Source: an optimization exercise on an open RTL-to-GDS flow (aim: small area and a short achievable clock period). Production flows keep margins and buffers that such runs may drop. Function was checked by simulation only, so behaviour that the tests miss may differ from the original.

old:
Design adc_scan_engine, start of the top module:
module adc_scan_engine #(
    parameter [3:0] READALL_SCAN_MODE = 4'd3
) (
    input  wire        clk,
    input  wire        rst,           
    input  wire        req_valid,
    input  wire [15:0] req_word,
    output wire        req_ready,
    output wire        bus_cfg,       
    output wire        xfer_req,
    output wire [15:0] xfer_tx,
    input  wire        xfer_ack,
    input  wire [15:0] xfer_rx,
    input  wire [4:0]  slot_addr,
    output wire [15:0] slot_data,
    output wire [15:0] status,
    output wire [15:0] lastcmd
);
export LEC_CHECK = 0
export CAP_MARGIN = 20
export CORE_MARGIN = 2
export CORE_UTILIZATION = 55
export SETUP_SLACK_MARGIN = 3.05
export SLEW_MARGIN = 20
export SYNTH_HIERARCHICAL = 1
export SYNTH_MINIMUM_KEEP_SIZE = 0
create_clock -name core_clock -period 6.0 [get_ports {clk}]
standard.sh (not shown) runs the stock make flow with config.mk's settings and CLKGATE_MAP_FILE= SYNTH_SCRIPT=/design/flow/synth_recipe.tcl, a recipe that flattens the netlist after the stock synthesis.
==> flow/flow/run.sh <==
#!/bin/bash
# Standard layout (standard.sh) with two changes:
#  - the port buffers are the smallest plain buffer; repair_design and
#    repair_timing resize them where needed;
#  - clock tree synthesis with larger sink clusters, clkbuf_8 buffers and no
#    dummy balancing loads.
set -e -o pipefail
export BUFFER_PORTS_ARGS="-buffer_cell sky130_fd_sc_hd__buf_1"
export CTS_ARGS="-sink_clustering_enable -repair_clock_nets -dont_use_dummy_load -buf_list sky130_fd_sc_hd__clkbuf_8 -sink_clustering_size 16 -sink_clustering_max_diameter 60"
bash standard.sh > standard.log 2>&1
The following lists how new was set up differently from old:
--- a/flow/config.mk
+++ b/flow/config.mk
@@ -11 +11 @@
-export SETUP_SLACK_MARGIN = 3.05
+export SETUP_SLACK_MARGIN = 3.2
## What came out
Result for new and old: all clean
old has higher setup slack after layout than new.
Between new and old, it is new whose global-route usage is higher, by 0.32 points.
The relative area of clock buffers and inverters in the final design on old is in line with that on new.
new and old ended up with nearly the same maximum resistive drop on vdd.
Compared with old, the router placed more vias in new.

* * *

Setup of v17:
adc_scan_engine, a different RTL version from the one above (not shown whole).
For scale: about 1000 cells after synthesis, roughly 440 flip-flops, ~110 I/O pins, roughly 14000 um2 of cells after synthesis.
export LEC_CHECK = 0
export CAP_MARGIN = 20
export CORE_MARGIN = 2
export CORE_UTILIZATION = 55
export SETUP_SLACK_MARGIN = 3.5
export SLEW_MARGIN = 20
export SYNTH_HIERARCHICAL = 1
export SYNTH_MINIMUM_KEEP_SIZE = 0
create_clock -name core_clock -period 6.0 [get_ports {clk}]
==> flow/flow/run.sh <==
#!/bin/bash
# Standard layout (standard.sh) with two changes:
#  - the port buffers are the smallest plain buffer; repair_design and
#    repair_timing resize them where needed;
#  - clock tree synthesis without dummy balancing loads, clkbuf_8 buffers.
set -e -o pipefail
export BUFFER_PORTS_ARGS="-buffer_cell sky130_fd_sc_hd__buf_1"
export CTS_ARGS="-sink_clustering_enable -repair_clock_nets -dont_use_dummy_load -buf_list sky130_fd_sc_hd__clkbuf_8"
bash standard.sh > standard.log 2>&1
v17 ran to completion and came out clean on the timing, DRC and antenna checks.
Here is what was changed in the inputs of v15 compared with v17.
- SETUP_SLACK_MARGIN now 3.2, was 3.5
- CORE_UTILIZATION now 65, was 55
==> flow/run.sh (new file) <==
#!/bin/bash
# synth_recipe.tcl (not shown) runs the flow's synth.tcl, then flattens the netlist and writes it again
# the make line also repeats each setting of config.mk as NAME=value (left out here)
make -C /OpenROAD-flow-scripts/flow DESIGN_CONFIG=/design/flow/config.mk WORK_HOME=/design/flow/orfs CLKGATE_MAP_FILE= SYNTH_SCRIPT=/design/flow/synth_recipe.tcl finish
removed: flow/flow/run.sh
removed: flow/standard.sh
[summary]
Minimum clock period on v15 is up relative to v17.
v15 vs v17: layout overhead on the synthesized area up
Summary of v15 over v17: design area went up about 3.4%, required time at the worst-slack endpoint went down 150 ps, layout clock buffer count went down 13%, fmax went down about 8%.
v15 vs. v17: setup slack of the critical path after layout went down by 280 ps.
Measured against v15, the total core area of v17 comes out at 1.19 times the reference value.
Status: number of distinct library cells after synthesis parity (v17, v15)
Modified inputs, v38 compared to v15
- setting CTS_BUF_LIST to sky130_fd_sc_hd__clkbuf_8 for the first time
Notes after the runs:
- Per the comparison of v38 with v15, met3 track demand over resource went up, largest net degree at the start of global routing did not really move, final worst hold slack went down.
- In the flow results for v38 and v15, the count of cell instances traversed by the critical path is smaller on v38.
- Delta (v38 minus v15): clock latency on the worst-skew pair grew by 60 ps, final standard cell count with taps included and fillers excluded now larger, detailed-router iteration count before antenna repair rose 1.
The following lists how v56 was set up differently from v38:
- changing CORE_UTILIZATION from 65 to 55
- removing CTS_BUF_LIST (formerly sky130_fd_sc_hd__clkbuf_8)
==> flow/flow/run.sh (new file) <==
#!/bin/bash
# Standard layout (standard.sh) with two changes:
#  - the port buffers are the smallest plain buffer; repair_design and
#    repair_timing resize them where needed;
#  - clock tree synthesis without dummy balancing loads, clkbuf_8 buffers.
set -e -o pipefail
export BUFFER_PORTS_ARGS="-buffer_cell sky130_fd_sc_hd__buf_1"
export CTS_ARGS="-sink_clustering_enable -repair_clock_nets -dont_use_dummy_load -buf_list sky130_fd_sc_hd__clkbuf_8"
bash standard.sh > standard.log 2>&1
==> flow/standard.sh (new file) <==
#!/bin/bash
# synth_recipe.tcl (not shown) runs the flow's synth.tcl, then flattens the netlist and writes it again
# the make line also repeats each setting of config.mk as NAME=value (left out here)
make -C /OpenROAD-flow-scripts/flow DESIGN_CONFIG=/design/flow/config.mk WORK_HOME=/design/flow/orfs CLKGATE_MAP_FILE= SYNTH_SCRIPT=/design/flow/synth_recipe.tcl "${@:-finish}"
removed: flow/run.sh
## What came out
- Relative to v38, the count of clock-net buffers in the final layout measured on v56 has decreased by more than 10%.
- Against v38 as the reference, v56 delivers a lower number of buffers and inverters on the critical path.
- Relative to v38, the hold slack of v56 is lower by 34 ps.
- NOTE non-clock buffer count v38->v56 decreased by more than 10%
- v56 has pin count of the biggest net entering global routing below what v38 had.
- Relative to v38, the number of H-tree levels of v56 is higher by 1.
- Comparing clock period minus final worst setup slack for v38 and v56, the smaller number came from v56.
- NOTE: routed wire length in v56 falls short of that of v38

## re-timing with driven ports
The flow's constraints put no driver on any port. The routed layouts listed below were extracted and timed again, unchanged, in two steps.
Step 1 (the two cells are an assumption about what drives the block):
set clk [get_ports {clk}]
set_driving_cell -lib_cell sky130_fd_sc_hd__clkbuf_16 $clk
set_driving_cell -lib_cell sky130_fd_sc_hd__buf_2 [delete_from_list [all_inputs] $clk]
Step 2, shift: input delay + t, output delay - t, t = (earliest + latest rising clock arrival at the registers) / 2. This alone moves slack from input paths to output paths.
a / b / c = no drivers / after step 1 / after step 2; a / b = the first two.
run	shift t [ns]	setup WS [ns]	worst register clock-pin slew, ns	pins driven straight from the clock port
old	0.558	2.967 / 2.973 / 2.415	0.10 / 0.10	1
new	0.557	2.919 / 2.926 / 2.369	0.10 / 0.10	1
v17	0.599	2.967 / 2.976 / 2.376	0.06 / 0.06	1
v15	0.581	2.691 / 2.700 / 2.119	0.07 / 0.07	1
v38	0.647	2.776 / 2.783 / 2.136	0.08 / 0.08	1
v56	0.597	2.917 / 2.925 / 2.328	0.06 / 0.06	1
After both steps setup and hold are still met in every run listed. The setup slack of v38, which loses most, moves by +0.007 ns with the drivers and by -0.640 ns with both steps.
